What follows belongs to an exercise in optimizing a design on an open flow for small area, a short achievable clock period and few clock cycles per item; a production flow would make more cautious choices.
Function was checked by simulation only, so behaviour that the tests miss may differ from the original.
Power and IR drop assume default switching activity.

## btc
module btc (
    input  wire        clk,
    input  wire        rst,         
    input  wire        in_valid,
    output wire        in_ready,
    input  wire [15:0] in_data,
    output wire        out_valid,
    input  wire        out_ready,
    output wire [15:0] out_data
);
export LEC_CHECK = 0
export CAP_MARGIN = 20
export CORE_MARGIN = 2
export CORE_UTILIZATION = 30
export SLEW_MARGIN = 20
create_clock -name core_clock -period 12.5 [get_ports {clk}]
standard.sh (not shown) runs the stock make flow with config.mk's settings and CLKGATE_MAP_FILE= SYNTH_SCRIPT=/design/flow/synth_recipe.tcl, a recipe that flattens the netlist after the stock synthesis.
==> flow/flow/run.sh <==
#!/bin/bash
set -euo pipefail
bash standard.sh SETUP_SLACK_MARGIN=8 finish > standard_flow.log 2>&1
Testbench counts at the start, summed over its fixed seeds: cycles 13,444, items 3,281.
Next try:
==> flow/flow/run.sh (replaced) <==
#!/bin/bash
set -euo pipefail
bash standard.sh SETUP_SLACK_MARGIN=9 finish > standard_flow.log 2>&1
CORE_UTILIZATION = 50   (was 30)
Outcome: The new run went through all stages and came out clean. Non-clock buffer count rises by 160. Hold slack loses 11 ps. Synthesized area stays the same. Total power rises by 2.4%. Cell count falls by 14%. Fmax rises by 9.8%. Synthesized cell count does not change. Setup slack gains 390 ps. Register-to-register slack gains 490 ps.
Next try:
==> flow/run.sh (new file) <==
#!/bin/bash
# synth_recipe.tcl (not shown) runs the flow's synth.tcl, then flattens the netlist and writes it again
# the make line also repeats each setting of config.mk as NAME=value (left out here)
make -C /OpenROAD-flow-scripts/flow DESIGN_CONFIG=/design/flow/config.mk WORK_HOME=/design/flow/orfs CLKGATE_MAP_FILE= SYNTH_SCRIPT=/design/flow/synth_recipe.tcl finish
CORE_UTILIZATION = 30   (was 50)
removed: flow/flow/run.sh
removed: flow/standard.sh
Effect: The changed run finished clean. Cell count rises by about a fifth. Wire length came out lower slightly. Clock power rose slightly. Total power went down slightly. First-iteration DRC count increases by a few percent. Setup slack gets worse by 1500 ps. Register-to-register slack gets worse by 1600 ps. Design area is lower by a few percent. Hold slack loses 4.2 ps. Non-clock buffer count falls by 174.
Next try:
==> flow/flow/run.sh (new file) <==
#!/bin/bash
set -euo pipefail
bash standard.sh SETUP_SLACK_MARGIN=9 finish > standard_flow.log 2>&1
==> flow/standard.sh (new file) <==
#!/bin/bash
# synth_recipe.tcl (not shown) runs the flow's synth.tcl, then flattens the netlist and writes it again
# the make line also repeats each setting of config.mk as NAME=value (left out here)
make -C /OpenROAD-flow-scripts/flow DESIGN_CONFIG=/design/flow/config.mk WORK_HOME=/design/flow/orfs CLKGATE_MAP_FILE= SYNTH_SCRIPT=/design/flow/synth_recipe.tcl "${@:-finish}"
removed: flow/run.sh
=>
- The changed run passed the timing, DRC and antenna checks
- cell count is higher by 2.7%
- power is higher by 2.1%
- non-clock buffer count is higher by 195
- flip-flop and latch count is unchanged
- clock skew barely changes
- worst hold slack hardly moves

========
btc, a different RTL version from the one above (not shown whole).
For scale: roughly 4400 cells after synthesis, about 1700 flip-flops.
Settings: LEC_CHECK=0, CAP_MARGIN=20, CORE_MARGIN=2, CORE_UTILIZATION=30, SLEW_MARGIN=20; clock period 12.5 ns.
==> flow/flow/run.sh <==
#!/bin/bash
set -euo pipefail
bash standard.sh \
  SETUP_SLACK_MARGIN=9.5 \
  "BUFFER_PORTS_ARGS=-buffer_cell sky130_fd_sc_hd__buf_4" \
  "CTS_ARGS=-sink_clustering_enable -repair_clock_nets -dont_use_dummy_load" \
  finish > standard_flow.log 2>&1
The baseline finished with timing, DRC and antenna clean.
Testbench counts at the start, summed over its fixed seeds: cycles 13,462, items 3,281.
Then changed:
--- a/flow/flow/run.sh
+++ b/flow/flow/run.sh
@@ -3,3 +3,3 @@
 bash standard.sh \
-  SETUP_SLACK_MARGIN=9.5 \
+  SETUP_SLACK_MARGIN=9 \
   "BUFFER_PORTS_ARGS=-buffer_cell sky130_fd_sc_hd__buf_4" \
What happened: Hold slack hardly moves; global-route usage is lower by 1.7 points; via count falls by 5.1%; setup slack gains 0.12 ns; cell count drops by 3.3%; design area shrinks by 6.9%; clock skew barely changes; die area stays the same.
Then changed:
--- a/flow/flow/run.sh
+++ b/flow/flow/run.sh
@@ -3,3 +3,3 @@
 bash standard.sh \
-  SETUP_SLACK_MARGIN=9 \
+  SETUP_SLACK_MARGIN=9.2 \
   "BUFFER_PORTS_ARGS=-buffer_cell sky130_fd_sc_hd__buf_4" \
After rerunning: Global-route usage rose by 0.40 points; via count rises slightly; synthesized area does not change; total power goes up slightly; non-clock buffer count came out higher by 99; cell count is higher slightly; synthesized cell count does not change.
Then changed:
==> flow/flow/run.sh (replaced) <==
#!/bin/bash
set -euo pipefail
bash standard.sh \
  SETUP_SLACK_MARGIN=9 \
  "BUFFER_PORTS_ARGS=-buffer_cell sky130_fd_sc_hd__buf_4" \
  "CTS_ARGS=-sink_clustering_enable -repair_clock_nets -dont_use_dummy_load -sink_clustering_size 22 -sink_clustering_max_diameter 80" \
  finish > standard_flow.log 2>&1
After rerunning:
- power went down by 10%
- cell count is lower by 2.4%
- final area fell by 4.9%
- area after synthesis is unchanged
- setup slack is better by 0.22 ns
- wire length went down by 1.9%
- synthesized cell count stays the same
- maximum frequency climbs by 5.6%
- worst hold slack is better by 0.0083 ns

========
## branch fjord
btc, a different RTL version from the one above (not shown whole).
Size: about 5,800 cells after synthesis, ~65,000 µm² of cells after synthesis.
export LEC_CHECK = 0
export CAP_MARGIN = 20
export CORE_MARGIN = 2
export CORE_UTILIZATION = 60
export SLEW_MARGIN = 20
create_clock -name core_clock -period 12.5 [get_ports {clk}]
==> flow/flow/run.sh <==
#!/bin/bash
set -euo pipefail
bash standard.sh \
  SETUP_SLACK_MARGIN=9 \
  "BUFFER_PORTS_ARGS=-buffer_cell sky130_fd_sc_hd__buf_4" \
  "CTS_ARGS=-sink_clustering_enable -repair_clock_nets -dont_use_dummy_load -sink_clustering_size 22 -sink_clustering_max_diameter 80" \
  finish > standard_flow.log 2>&1
branch fjord ended with every stage complete and zero timing, DRC or antenna violations.
Testbench counts of branch fjord, summed over its fixed seeds: cycles 13,462, items 3,281.
Modified inputs, branch xenon compared to branch fjord
--- a/flow/config.mk
+++ b/flow/config.mk
@@ -8,4 +8,4 @@
 export CAP_MARGIN = 20
 export CORE_MARGIN = 2
-export CORE_UTILIZATION = 60
+export CORE_UTILIZATION = 45
 export SLEW_MARGIN = 20
Findings:
branch xenon finished all stages; the layout is clean.
Max non-clock buffer count across branch fjord and branch xenon: branch xenon
Cmp branch fjord and branch xenon / data arrival time at the worst-slack endpoint / lower: branch xenon
When the final numbers for branch fjord and branch xenon were put side by side, the area growth from synthesis to layout turned out to be greater in branch xenon.
Diff branch fjord and branch xenon: initial core utilization higher in branch fjord
When branch xenon is set beside branch fjord, its finished layout cell area turns out to be about 1.2% larger.
In branch xenon, number of buffers created by CTS is higher than in branch fjord.
On net count of the finished layout, branch fjord and branch xenon are neck and neck.
Of the two values seen for master of the slowest instance on the critical path, sky130_fd_sc_hd__dfxtp_4 was produced by branch xenon and sky130_fd_sc_hd__edfxtp_1 by branch fjord.
Between branch xenon and branch fjord, it is branch xenon whose post-layout minimum cycle time is lower, by 0.051 ns.
Relative to branch fjord, number of buffer and inverter stages on the critical path has decreased by 2 in branch xenon.
| number of antenna violations at the first check in global routing | higher: branch xenon |

[re-timing with driven ports]
In the flow no input, the clock included, has a driving cell. The finished layouts below were timed again as built, in two steps. Step 1 assumes that a clkbuf_16 drives the clock port and a buf_2 every other input. Step 2, shift: input delay + t, output delay - t, t = (earliest + latest rising clock arrival at the registers) / 2. This alone moves slack from input paths to output paths. Three values: ideal, step 1, step 2; two values: the first two.
run	t, ns	setup WS [ns]	worst data-port slew with drivers (ns)
the first run of note 1	0.883	8.099 / 8.110 / 7.272	0.13
the second run of note 1	0.887	8.494 / 8.412 / 7.962	0.05
the third run of note 1	0.881	7.017 / 7.017 / 6.598	0.12
the fourth run of note 1	0.903	8.494 / 8.410 / 8.030	0.10
the first run of note 2	0.866	8.559 / 8.473 / 8.045	0.14
the second run of note 2	0.863	8.678 / 8.592 / 8.083	0.08
the third run of note 2	0.863	8.471 / 8.390 / 8.009	0.11
the fourth run of note 2	0.801	8.686 / 8.600 / 8.112	0.08
branch fjord	0.750	8.733 / 8.733 / 8.125	0.05
branch xenon	0.773	8.784 / 8.707 / 8.173	0.04
After both steps setup and hold are still met in every run listed. The setup slack of the first run of note 1, which loses most, moves by +0.011 ns with the drivers and by -0.827 ns with both steps.
